Source: an optimization exercise on an open RTL-to-GDS flow (aim: small area). Production flows keep margins and buffers that such runs may drop. The RTL was checked by simulation tests, not by an equivalence proof against the original design. Power figures rest on the tool's default switching activity, not on a simulated workload.

==> run Y <==
// lian_fdc
module lian_fdc (
    input  wire        clk,
    input  wire        rst,
    input  wire        in_valid,
    input  wire        in_end,
    input  wire [7:0]  in_data,
    output wire        in_ready,
    output wire        out0_valid,
    input  wire        out0_ready,
    output wire        out1_valid,
    input  wire        out1_ready,
    output wire        out2_valid,
    input  wire        out2_ready,
    output wire        out3_valid,
    input  wire        out3_ready,
    output wire [7:0]  out_type,
    output wire [7:0]  out_data,
    output wire        out_first,
    output wire        out_last,
    output wire        out_empty,
    input  wire        csr_req,
    input  wire        csr_we,
    input  wire [7:0]  csr_addr,
    input  wire [2:0]  csr_size,
    input  wire [31:0] csr_wdata,
    output reg  [31:0] csr_rdata,
    output reg         csr_err,
    output wire        irq
);
make LEC_CHECK=0 CAP_MARGIN=20 CORE_MARGIN=2 CORE_UTILIZATION=40 CTS_BUF_LIST=sky130_fd_sc_hd__clkbuf_16 CTS_CLUSTER_DIAMETER=72 CTS_CLUSTER_SIZE=30 SLEW_MARGIN=20 finish   # period 9.5 ns
run.sh (not shown) runs the stock make flow with config.mk's settings and CLKGATE_MAP_FILE= SYNTH_SCRIPT=/design/flow/synth_recipe.tcl, a recipe that flattens the netlist after the stock synthesis.
==> run B (differences from run Y) <==
--- a/flow/design.v
+++ b/flow/design.v
@@ -50,25 +50,20 @@
     assign ok       = (state == S_TRAIL);
     assign type_val = num;
     wire       is_ws    = (in_byte == 8'h20) || (in_byte == 8'h09) ||
                           (in_byte == 8'h0A) || (in_byte == 8'h0D);
     wire       is_digit = (in_byte >= 8'h30) && (in_byte <= 8'h39);
     wire [3:0] digit    = in_byte[3:0];
-    reg       is_b64;
-    reg [5:0] sextet;
-    always @* begin
-        is_b64 = 1'b1;
-        sextet = 6'd0;
-        if (in_byte >= 8'h41 && in_byte <= 8'h5A)      sextet = in_byte[5:0] - 6'h01;       
-        else if (in_byte >= 8'h61 && in_byte <= 8'h7A) sextet = in_byte[5:0] - 6'h07;       
-        else if (in_byte >= 8'h30 && in_byte <= 8'h39) sextet = in_byte[5:0] + 6'h04;       
-        else if (in_byte == 8'h2B)                     sextet = 6'd62;
-        else if (in_byte == 8'h2F)                     sextet = 6'd63;
-        else                                           is_b64 = 1'b0;
-    end
-    wire [7:0] num_next = {num[4:0], 3'd0} + {num[6:0], 1'b0} + {4'd0, digit};
+    wire       is_upper = (in_byte >= 8'h41) && (in_byte <= 8'h5A);    
+    wire       is_lower = (in_byte >= 8'h61) && (in_byte <= 8'h7A);    
+    wire       is_plus  = (in_byte == 8'h2B);                           
+    wire       is_slash = (in_byte == 8'h2F);                           
+    wire       is_b64   = is_upper || is_lower || is_digit || is_plus || is_slash;
+    wire [5:0] b64_add  = is_upper ? 6'h3F : is_lower ? 6'h39 : 6'h04;
+    wire [5:0] sextet   = is_plus ? 6'd62 : is_slash ? 6'd63 : in_byte[5:0] + b64_add;
+    wire [7:0] num_next = {num[4:0], 3'd0} + {2'd0, num[4:0], 1'b0} + {4'd0, digit};
     wire       num_bad  = (num == 8'd0) || (num > 8'd25) ||
                           (num == 8'd25 && digit > 4'd5);
     reg [3:0] after_state;
     always @* begin
         if (is_ws)                               after_state = S_AFTER;
         else if (in_byte == 8'h2C && !member)    after_state = S_KEY_START;
@@ -213,26 +208,28 @@
     reg [63:0] len_reg;
     reg [7:0]  pay_cnt;
     reg [2:0]  csum_cnt;
     reg [31:0] csum_reg;
     reg [31:0] crc_reg;
     reg [7:0]  msg_type;
-    reg [1:0]  msg_route;
+    wire [1:0] msg_route = (msg_type == 8'd0) ? 2'd0 :
+                           (msg_type == 8'd1) ? 2'd1 :
+                           (msg_type == 8'd2) ? 2'd2 : 2'd3;
     reg [2:0]  err_code;
     reg [1:0]  err_seg;
     reg        err_boundary;
     reg        ctrl_en;
     reg        ctrl_ie;
     reg [31:0] cnt_ok, cnt_incomplete, cnt_checksum, cnt_malformed, cnt_oversize;
-    reg [191:0] st0, st1, st2;   
+    reg [143:0] st0, st1, st2, st3;   
     reg [1:0]   rph;             
     reg [1:0]   gslot;           
     reg         ins_q, ins_qn;   
     reg [4:0]   gcnt;            
     reg [17:0]  asm_g;           
-    reg [23:0]  pg;              
+    wire [23:0] pg = csum_reg[31:8];   
     reg         pend;            
     reg         have;            
     reg [1:0]   bk;              
     reg         started;         
     reg        pend_wr;
     reg        pend_en, pend_ie, pend_clear, pend_cntclr;
@@ -300,25 +297,26 @@
     wire eval_pass  = (phase == PH_EVAL) && (~crc_reg == csum_reg) && parse_ok;
     wire to_deliver = eval_pass && (gcnt == NRING);
     wire grp_ring = grp_done && (ngrp >= 5'd2) && (ngrp <= 5'd25);
     wire grp_ext0 = grp_done && (ngrp == 5'd0);
     wire grp_ext1 = grp_done && (ngrp == 5'd1);
     wire grp_last = grp_done && (ngrp == 5'd26);
-    wire slot_next = (rph == 2'd2) ? (gslot == 2'd0) : (gslot == rph + 2'd1);
+    wire slot_next = (gslot == rph + 2'd1);
     wire align     = (phase == PH_CSUM || phase == PH_EVAL) && (gcnt != NRING);
     wire next_due  = delivering && !have && !ins_q && !msg_is_empty;
     wire next_ext  = (gcnt[4:1] == 4'd0) || (gcnt == 5'd26);
     wire take      = next_due && !next_ext;     
     wire xload     = next_due && next_ext;      
-    wire shift_dec = slot_next && (pend || align || take);
+    wire shift_dec = slot_next && (pend || grp_ring || align || take);
     always @(posedge clk) begin
         ins_q  <= shift_dec;
         ins_qn <= !shift_dec;
         st1 <= st0;
         st2 <= st1;
-        st0 <= ({192{ins_q}} & {st2[167:0], pg}) | ({192{ins_qn}} & st2);
+        st3 <= st2;
+        st0 <= ({144{ins_q}} & {st3[119:0], pg}) | ({144{ins_qn}} & st3);
     end
     wire csr_mapped = (csr_addr[1:0] == 2'b00) && (csr_addr <= 8'h34);
     wire csr_legal  = (csr_size == 3'd4) && csr_mapped && (!csr_we || csr_addr == 8'h00);
     wire ctrl_wr    = csr_req && csr_legal && csr_we;
     wire wr_defer   = ctrl_wr && delivering && (started || out_fire) && !deliver_done;
     wire apply_pend = pend_wr && (deliver_done || !delivering);
@@ -328,22 +326,24 @@
     wire w_clear    = (apply_new && csr_wdata[8]) || (apply_pend && pend_clear);
     wire w_cntclr   = (apply_new && csr_wdata[9]) || (apply_pend && pend_cntclr);
     wire [31:0] status_word = {12'd0, in_ready, csum_cnt, len_cnt, irq, err_boundary,
                                err_seg, 1'b0, err_code, 1'b0, phase};
     wire len_err  = (err_code == E_OVERSIZE) || (err_code == E_INCOMPLETE && err_seg == 2'd0);
     wire len_hide = (phase != PH_LEN) && !(phase == PH_ERROR && len_err);
+    wire [31:0] csum_mask = {{8{csum_cnt > 3'd3}}, {8{csum_cnt > 3'd2}},
+                             {8{csum_cnt > 3'd1}}, {8{csum_cnt > 3'd0}}};
     reg [31:0] rd_val;
     always @* begin
         case (csr_addr[5:2])
             4'h0: rd_val = {30'd0, ctrl_ie, ctrl_en};
             4'h1: rd_val = status_word;
             4'h2: rd_val = {len_reg[31:8] & {24{!len_hide}}, len_reg[7:0]};
             4'h3: rd_val = len_reg[63:32] & {32{!len_hide}};
             4'h4: rd_val = {24'd0, pay_cnt};
             4'h5: rd_val = 32'd0;
-            4'h6: rd_val = csum_reg;
+            4'h6: rd_val = delivering ? ~crc_reg : (csum_reg & csum_mask);
             4'h7: rd_val = ~crc_reg;
             4'h8: rd_val = {22'd0, msg_route, msg_type};
             4'h9: rd_val = cnt_ok;
             4'hA: rd_val = cnt_incomplete;
             4'hB: rd_val = cnt_checksum;
             4'hC: rd_val = cnt_malformed;
@@ -361,30 +361,18 @@
         end else begin
             csr_rdata <= 32'd0;
             csr_err   <= 1'b0;
         end
     end
     always @(posedge clk) begin
-        rph <= (rst || rph == 2'd2) ? 2'd0 : rph + 2'd1;
+        rph <= rst ? 2'd0 : rph + 2'd1;
         if (sx_valid && !grp_done) asm_g <= {asm_g[11:0], sx};
-        if (shift_dec) begin
-            gslot <= (gslot == 2'd2) ? 2'd0 : gslot + 2'd1;
-            pend  <= 1'b0;
-        end
+        if (shift_dec) gslot <= gslot + 2'd1;
+        pend <= (pend || grp_ring) && !shift_dec;
         if (shift_dec || xload) gcnt <= gcnt + 5'd1;
-        if (grp_ring) begin
-            pg   <= {asm_g, sx};
-            pend <= 1'b1;
-        end else if (ins_q && delivering) begin
-            pg   <= st2[191:168];
-            have <= 1'b1;
-        end else if (xload) begin
-            pg   <= (gcnt[4:1] != 4'd0) ? {asm_g, len_reg[13:8]} :
-                    gcnt[0] ? len_reg[39:16] : len_reg[63:40];
-            have <= 1'b1;
-        end
+        if ((ins_q && delivering) || xload) have <= 1'b1;
         if (out_fire && !beat_last) begin
             started <= 1'b1;
             if (bk == 2'd2) begin
                 bk   <= 2'd0;
                 have <= 1'b0;
             end else begin
@@ -400,12 +388,26 @@
             gcnt    <= 5'd0;
             have    <= 1'b0;
             bk      <= 2'd0;
             started <= 1'b0;
         end
     end
+    wire csum_byte = in_byte && (phase == PH_CSUM);
+    always @(posedge clk) begin
+        if (csum_byte) csum_reg[7:0] <= in_data;
+        if (csum_byte) begin
+            if (csum_cnt != 3'd0) csum_reg[31:8] <= csum_reg[23:0];
+        end else if (grp_ring) begin
+            csum_reg[31:8] <= {asm_g, sx};
+        end else if (ins_q && delivering) begin
+            csum_reg[31:8] <= st3[143:120];
+        end else if (xload) begin
+            csum_reg[31:8] <= (gcnt[4:1] != 4'd0) ? {asm_g, len_reg[13:8]} :
+                              gcnt[0] ? len_reg[39:16] : len_reg[63:40];
+        end
+    end
     wire len_over = in_byte && (phase == PH_LEN) && (len_cnt == 4'd7) &&
                     (len_shifted > CAPACITY);
     wire ev_check = (phase == PH_EVAL) && (~crc_reg != csum_reg);
     wire ev_malf  = (phase == PH_EVAL) && (~crc_reg == csum_reg) && !parse_ok;
     wire cnt_zero = rst || (!wr_defer && w_cntclr);
     function [31:0] cnt_step(input [31:0] c, input inc);
@@ -430,16 +432,14 @@
         if (rst) begin
             phase          <= PH_LEN;
             len_cnt        <= 4'd0;
             len_reg        <= 64'd0;
             pay_cnt        <= 8'd0;
             csum_cnt       <= 3'd0;
-            csum_reg       <= 32'd0;
             crc_reg        <= 32'hFFFFFFFF;
             msg_type       <= 8'd0;
-            msg_route      <= 2'd0;
             err_code       <= E_NONE;
             err_seg        <= 2'd0;
             err_boundary   <= 1'b0;
             ctrl_en        <= 1'b1;
             ctrl_ie        <= 1'b0;
             pend_wr        <= 1'b0;
@@ -478,13 +478,12 @@
                         if (grp_last) len_reg[13:8]  <= sx;
                         crc_reg <= crc_next;
                         pay_cnt <= pay_cnt + 8'd1;
                         if (pay_cnt + 8'd1 == len_reg[7:0]) phase <= PH_CSUM;
                     end
                     default: begin  
-                        csum_reg <= {csum_reg[23:0], in_data};
                         csum_cnt <= csum_cnt + 3'd1;
                         if (csum_cnt == 3'd3) phase <= PH_EVAL;
                     end
                 endcase
             end
             if (phase == PH_EVAL) begin
@@ -497,25 +496,21 @@
                     err_code      <= E_MALFORMED;
                     err_seg       <= 2'd0;
                     err_boundary  <= 1'b0;
                     phase         <= PH_ERROR;
                 end else if (to_deliver) begin
                     msg_type  <= parse_type;
-                    msg_route <= (parse_type == 8'd0) ? 2'd0 :
-                                 (parse_type == 8'd1) ? 2'd1 :
-                                 (parse_type == 8'd2) ? 2'd2 : 2'd3;
                     phase     <= PH_DELIVER;
                 end
             end
             if (deliver_done) begin
                 phase    <= PH_LEN;
                 len_cnt  <= 4'd0;
                 len_reg  <= 64'd0;
                 pay_cnt  <= 8'd0;
                 csum_cnt <= 3'd0;
-                csum_reg <= 32'd0;
                 crc_reg  <= 32'hFFFFFFFF;
             end
             if (wr_defer) begin
                 pend_wr     <= 1'b1;
                 pend_en     <= csr_wdata[0];
                 pend_ie     <= csr_wdata[1];
@@ -530,13 +525,12 @@
                 if (w_clear) begin
                     phase        <= PH_LEN;
                     len_cnt      <= 4'd0;
                     len_reg      <= 64'd0;
                     pay_cnt      <= 8'd0;
                     csum_cnt     <= 3'd0;
-                    csum_reg     <= 32'd0;
                     crc_reg      <= 32'hFFFFFFFF;
                     err_code     <= E_NONE;
                     err_seg      <= 2'd0;
                     err_boundary <= 1'b0;
                 end
             end
==> flow/flow/run.sh (new file) <==
#!/bin/bash
# Layout flow: the standard layout (standard.sh, unchanged synthesis,
# floorplan, power grid and routing), with two settings passed to ORFS's own
# scripts through their environment variables:
#  - clock tree: larger sink clusters of clkbuf_16 and no dummy loads;
#  - port buffers: sky130_fd_sc_hd__buf_1 on every input and output port.
# Each tool's full output stays in this folder: make's in standard.log, the
# ORFS steps' in orfs/logs/.
set -euo pipefail
export CTS_ARGS="-sink_clustering_enable -repair_clock_nets -sink_clustering_size 30 -sink_clustering_max_diameter 72 -buf_list sky130_fd_sc_hd__clkbuf_16 -dont_use_dummy_load"
export BUFFER_PORTS_ARGS="-buffer_cell sky130_fd_sc_hd__buf_1"
bash standard.sh > standard.log 2>&1
==> flow/standard.sh (new file) <==
#!/bin/bash
# synth_recipe.tcl (not shown) runs the flow's synth.tcl, then flattens the netlist and writes it again
# the make line also repeats each setting of config.mk as NAME=value (left out here)
make -C /OpenROAD-flow-scripts/flow DESIGN_CONFIG=/design/flow/config.mk WORK_HOME=/design/flow/orfs CLKGATE_MAP_FILE= SYNTH_SCRIPT=/design/flow/synth_recipe.tcl "${@:-finish}"
- CTS_BUF_LIST: sky130_fd_sc_hd__clkbuf_16 -> unset
- CTS_CLUSTER_DIAMETER: 72 -> unset
- CTS_CLUSTER_SIZE: 30 -> unset
removed: flow/run.sh
==> run G (differences from run Y) <==
--- a/flow/design.v
+++ b/flow/design.v
@@ -213,26 +213,28 @@
     reg [63:0] len_reg;
     reg [7:0]  pay_cnt;
     reg [2:0]  csum_cnt;
     reg [31:0] csum_reg;
     reg [31:0] crc_reg;
     reg [7:0]  msg_type;
-    reg [1:0]  msg_route;
+    wire [1:0] msg_route = (msg_type == 8'd0) ? 2'd0 :
+                           (msg_type == 8'd1) ? 2'd1 :
+                           (msg_type == 8'd2) ? 2'd2 : 2'd3;
     reg [2:0]  err_code;
     reg [1:0]  err_seg;
     reg        err_boundary;
     reg        ctrl_en;
     reg        ctrl_ie;
     reg [31:0] cnt_ok, cnt_incomplete, cnt_checksum, cnt_malformed, cnt_oversize;
-    reg [191:0] st0, st1, st2;   
+    reg [143:0] st0, st1, st2, st3;   
     reg [1:0]   rph;             
     reg [1:0]   gslot;           
     reg         ins_q, ins_qn;   
     reg [4:0]   gcnt;            
     reg [17:0]  asm_g;           
-    reg [23:0]  pg;              
+    wire [23:0] pg = csum_reg[31:8];   
     reg         pend;            
     reg         have;            
     reg [1:0]   bk;              
     reg         started;         
     reg        pend_wr;
     reg        pend_en, pend_ie, pend_clear, pend_cntclr;
@@ -300,25 +302,26 @@
     wire eval_pass  = (phase == PH_EVAL) && (~crc_reg == csum_reg) && parse_ok;
     wire to_deliver = eval_pass && (gcnt == NRING);
     wire grp_ring = grp_done && (ngrp >= 5'd2) && (ngrp <= 5'd25);
     wire grp_ext0 = grp_done && (ngrp == 5'd0);
     wire grp_ext1 = grp_done && (ngrp == 5'd1);
     wire grp_last = grp_done && (ngrp == 5'd26);
-    wire slot_next = (rph == 2'd2) ? (gslot == 2'd0) : (gslot == rph + 2'd1);
+    wire slot_next = (gslot == rph + 2'd1);
     wire align     = (phase == PH_CSUM || phase == PH_EVAL) && (gcnt != NRING);
     wire next_due  = delivering && !have && !ins_q && !msg_is_empty;
     wire next_ext  = (gcnt[4:1] == 4'd0) || (gcnt == 5'd26);
     wire take      = next_due && !next_ext;     
     wire xload     = next_due && next_ext;      
-    wire shift_dec = slot_next && (pend || align || take);
+    wire shift_dec = slot_next && (pend || grp_ring || align || take);
     always @(posedge clk) begin
         ins_q  <= shift_dec;
         ins_qn <= !shift_dec;
         st1 <= st0;
         st2 <= st1;
-        st0 <= ({192{ins_q}} & {st2[167:0], pg}) | ({192{ins_qn}} & st2);
+        st3 <= st2;
+        st0 <= ({144{ins_q}} & {st3[119:0], pg}) | ({144{ins_qn}} & st3);
     end
     wire csr_mapped = (csr_addr[1:0] == 2'b00) && (csr_addr <= 8'h34);
     wire csr_legal  = (csr_size == 3'd4) && csr_mapped && (!csr_we || csr_addr == 8'h00);
     wire ctrl_wr    = csr_req && csr_legal && csr_we;
     wire wr_defer   = ctrl_wr && delivering && (started || out_fire) && !deliver_done;
     wire apply_pend = pend_wr && (deliver_done || !delivering);
@@ -328,22 +331,24 @@
     wire w_clear    = (apply_new && csr_wdata[8]) || (apply_pend && pend_clear);
     wire w_cntclr   = (apply_new && csr_wdata[9]) || (apply_pend && pend_cntclr);
     wire [31:0] status_word = {12'd0, in_ready, csum_cnt, len_cnt, irq, err_boundary,
                                err_seg, 1'b0, err_code, 1'b0, phase};
     wire len_err  = (err_code == E_OVERSIZE) || (err_code == E_INCOMPLETE && err_seg == 2'd0);
     wire len_hide = (phase != PH_LEN) && !(phase == PH_ERROR && len_err);
+    wire [31:0] csum_mask = {{8{csum_cnt > 3'd3}}, {8{csum_cnt > 3'd2}},
+                             {8{csum_cnt > 3'd1}}, {8{csum_cnt > 3'd0}}};
     reg [31:0] rd_val;
     always @* begin
         case (csr_addr[5:2])
             4'h0: rd_val = {30'd0, ctrl_ie, ctrl_en};
             4'h1: rd_val = status_word;
             4'h2: rd_val = {len_reg[31:8] & {24{!len_hide}}, len_reg[7:0]};
             4'h3: rd_val = len_reg[63:32] & {32{!len_hide}};
             4'h4: rd_val = {24'd0, pay_cnt};
             4'h5: rd_val = 32'd0;
-            4'h6: rd_val = csum_reg;
+            4'h6: rd_val = delivering ? ~crc_reg : (csum_reg & csum_mask);
             4'h7: rd_val = ~crc_reg;
             4'h8: rd_val = {22'd0, msg_route, msg_type};
             4'h9: rd_val = cnt_ok;
             4'hA: rd_val = cnt_incomplete;
             4'hB: rd_val = cnt_checksum;
             4'hC: rd_val = cnt_malformed;
@@ -361,30 +366,18 @@
         end else begin
             csr_rdata <= 32'd0;
             csr_err   <= 1'b0;
         end
     end
     always @(posedge clk) begin
-        rph <= (rst || rph == 2'd2) ? 2'd0 : rph + 2'd1;
+        rph <= rst ? 2'd0 : rph + 2'd1;
         if (sx_valid && !grp_done) asm_g <= {asm_g[11:0], sx};
-        if (shift_dec) begin
-            gslot <= (gslot == 2'd2) ? 2'd0 : gslot + 2'd1;
-            pend  <= 1'b0;
-        end
+        if (shift_dec) gslot <= gslot + 2'd1;
+        pend <= (pend || grp_ring) && !shift_dec;
         if (shift_dec || xload) gcnt <= gcnt + 5'd1;
-        if (grp_ring) begin
-            pg   <= {asm_g, sx};
-            pend <= 1'b1;
-        end else if (ins_q && delivering) begin
-            pg   <= st2[191:168];
-            have <= 1'b1;
-        end else if (xload) begin
-            pg   <= (gcnt[4:1] != 4'd0) ? {asm_g, len_reg[13:8]} :
-                    gcnt[0] ? len_reg[39:16] : len_reg[63:40];
-            have <= 1'b1;
-        end
+        if ((ins_q && delivering) || xload) have <= 1'b1;
         if (out_fire && !beat_last) begin
             started <= 1'b1;
             if (bk == 2'd2) begin
                 bk   <= 2'd0;
                 have <= 1'b0;
             end else begin
@@ -400,12 +393,26 @@
             gcnt    <= 5'd0;
             have    <= 1'b0;
             bk      <= 2'd0;
             started <= 1'b0;
         end
     end
+    wire csum_byte = in_byte && (phase == PH_CSUM);
+    always @(posedge clk) begin
+        if (csum_byte) csum_reg[7:0] <= in_data;
+        if (csum_byte) begin
+            if (csum_cnt != 3'd0) csum_reg[31:8] <= csum_reg[23:0];
+        end else if (grp_ring) begin
+            csum_reg[31:8] <= {asm_g, sx};
+        end else if (ins_q && delivering) begin
+            csum_reg[31:8] <= st3[143:120];
+        end else if (xload) begin
+            csum_reg[31:8] <= (gcnt[4:1] != 4'd0) ? {asm_g, len_reg[13:8]} :
+                              gcnt[0] ? len_reg[39:16] : len_reg[63:40];
+        end
+    end
     wire len_over = in_byte && (phase == PH_LEN) && (len_cnt == 4'd7) &&
                     (len_shifted > CAPACITY);
     wire ev_check = (phase == PH_EVAL) && (~crc_reg != csum_reg);
     wire ev_malf  = (phase == PH_EVAL) && (~crc_reg == csum_reg) && !parse_ok;
     wire cnt_zero = rst || (!wr_defer && w_cntclr);
     function [31:0] cnt_step(input [31:0] c, input inc);
@@ -430,16 +437,14 @@
         if (rst) begin
             phase          <= PH_LEN;
             len_cnt        <= 4'd0;
             len_reg        <= 64'd0;
             pay_cnt        <= 8'd0;
             csum_cnt       <= 3'd0;
-            csum_reg       <= 32'd0;
             crc_reg        <= 32'hFFFFFFFF;
             msg_type       <= 8'd0;
-            msg_route      <= 2'd0;
             err_code       <= E_NONE;
             err_seg        <= 2'd0;
             err_boundary   <= 1'b0;
             ctrl_en        <= 1'b1;
             ctrl_ie        <= 1'b0;
             pend_wr        <= 1'b0;
@@ -478,13 +483,12 @@
                         if (grp_last) len_reg[13:8]  <= sx;
                         crc_reg <= crc_next;
                         pay_cnt <= pay_cnt + 8'd1;
                         if (pay_cnt + 8'd1 == len_reg[7:0]) phase <= PH_CSUM;
                     end
                     default: begin  
-                        csum_reg <= {csum_reg[23:0], in_data};
                         csum_cnt <= csum_cnt + 3'd1;
                         if (csum_cnt == 3'd3) phase <= PH_EVAL;
                     end
                 endcase
             end
             if (phase == PH_EVAL) begin
@@ -497,25 +501,21 @@
                     err_code      <= E_MALFORMED;
                     err_seg       <= 2'd0;
                     err_boundary  <= 1'b0;
                     phase         <= PH_ERROR;
                 end else if (to_deliver) begin
                     msg_type  <= parse_type;
-                    msg_route <= (parse_type == 8'd0) ? 2'd0 :
-                                 (parse_type == 8'd1) ? 2'd1 :
-                                 (parse_type == 8'd2) ? 2'd2 : 2'd3;
                     phase     <= PH_DELIVER;
                 end
             end
             if (deliver_done) begin
                 phase    <= PH_LEN;
                 len_cnt  <= 4'd0;
                 len_reg  <= 64'd0;
                 pay_cnt  <= 8'd0;
                 csum_cnt <= 3'd0;
-                csum_reg <= 32'd0;
                 crc_reg  <= 32'hFFFFFFFF;
             end
             if (wr_defer) begin
                 pend_wr     <= 1'b1;
                 pend_en     <= csr_wdata[0];
                 pend_ie     <= csr_wdata[1];
@@ -530,13 +530,12 @@
                 if (w_clear) begin
                     phase        <= PH_LEN;
                     len_cnt      <= 4'd0;
                     len_reg      <= 64'd0;
                     pay_cnt      <= 8'd0;
                     csum_cnt     <= 3'd0;
-                    csum_reg     <= 32'd0;
                     crc_reg      <= 32'hFFFFFFFF;
                     err_code     <= E_NONE;
                     err_seg      <= 2'd0;
                     err_boundary <= 1'b0;
                 end
             end
==> flow/flow/run.sh (new file) <==
#!/bin/bash
# Layout flow: the standard layout (standard.sh, unchanged synthesis,
# floorplan, power grid and routing), with two settings passed to ORFS's own
# scripts through their environment variables:
#  - clock tree: larger sink clusters of clkbuf_16 and no dummy loads;
#  - port buffers: sky130_fd_sc_hd__buf_1 on every input and output port.
# Each tool's full output stays in this folder: make's in standard.log, the
# ORFS steps' in orfs/logs/.
set -euo pipefail
export CTS_ARGS="-sink_clustering_enable -repair_clock_nets -sink_clustering_size 30 -sink_clustering_max_diameter 72 -buf_list sky130_fd_sc_hd__clkbuf_16 -dont_use_dummy_load"
export BUFFER_PORTS_ARGS="-buffer_cell sky130_fd_sc_hd__buf_1"
bash standard.sh > standard.log 2>&1
==> flow/standard.sh (new file) <==
#!/bin/bash
# synth_recipe.tcl (not shown) runs the flow's synth.tcl, then flattens the netlist and writes it again
# the make line also repeats each setting of config.mk as NAME=value (left out here)
make -C /OpenROAD-flow-scripts/flow DESIGN_CONFIG=/design/flow/config.mk WORK_HOME=/design/flow/orfs CLKGATE_MAP_FILE= SYNTH_SCRIPT=/design/flow/synth_recipe.tcl "${@:-finish}"
- CTS_BUF_LIST: sky130_fd_sc_hd__clkbuf_16 -> unset
- CTS_CLUSTER_DIAMETER: 72 -> unset
- CTS_CLUSTER_SIZE: 30 -> unset
removed: flow/run.sh
==> comparison table <==
| item | run G | run Y | run B |
|---|---|---|---|
| Critical Path Slowest Stage Cell | sky130_fd_sc_hd__nor4_1 | sky130_fd_sc_hd__clkdlybuf4s50_1 | sky130_fd_sc_hd__or4_1 |
| Internal Pwr Total | 5.33 mW | 6.18 mW | 5.63 mW |
| Wire per inst | 20.9 um | 20.4 um | 20.8 um |
| Layout multi-input combinational cell count | 2013 | 2042 | 1990 |
| CP peak stage delay | 0.91 ns | 0.42 ns | 0.54 ns |
| Leakage power of the design | 15.0 nW | 15.7 nW | 15.0 nW |
| Mean instance size in the synthesized netlist | 11.0 um2 | 11.0 um2 | 11.0 um2 |
| Share of the final layout cell area in multi-input gates | 0.370 | 0.363 | 0.366 |
| Area taken by flip-flops and latches | 20500 um2 | 20900 um2 | 20500 um2 |
| Worst path depth | 37 | 41 | 40 |
| Post-synth top area share | 0.528 | 0.533 | 0.530 |
| Effective utilization at floorplan | 0.402 | 0.404 | 0.405 |
| Result of the run | complete, no violations | complete, no violations | complete, no violations |
| Sequential logic power | 4.29 mW | 4.89 mW | 4.57 mW |
| Adder-cell share of the synthesized area | 0.0696 | 0.0667 | 0.0683 |

-- afterwards: timing with drivers on the ports --
How much do the figures lean on ideal ports? The routed layouts below were timed once more, with nothing changed but the port constraints.
Step 1, drivers: a clkbuf_16 drives clk and a buf_2 each remaining input, both assumed.
Step 2, shift: input delay + t, output delay - t, t = (earliest + latest rising clock arrival at the registers) / 2. This alone moves slack from input paths to output paths.
a / b / c = no drivers / after step 1 / after step 2; a / b = the first two.
run | shift t [ns] | setup slack, ns | worst setup path at the end | worst data-port slew with drivers (ns) | pins driven straight from the clock port
run Y | 0.704 | 0.693 / 0.736 / 0.032 | input to register | 0.12 | 1
run B | 0.667 | 0.782 / 0.828 / 0.161 | input to register | 0.05 | 1
run G | 0.671 | 0.954 / 0.954 / 0.361 | input to register | 0.26 | 1
After both steps setup and hold are still met in every run listed. For run Y, which loses most, drivers alone change the setup slack by +0.043 ns; drivers and shift together by -0.661 ns.
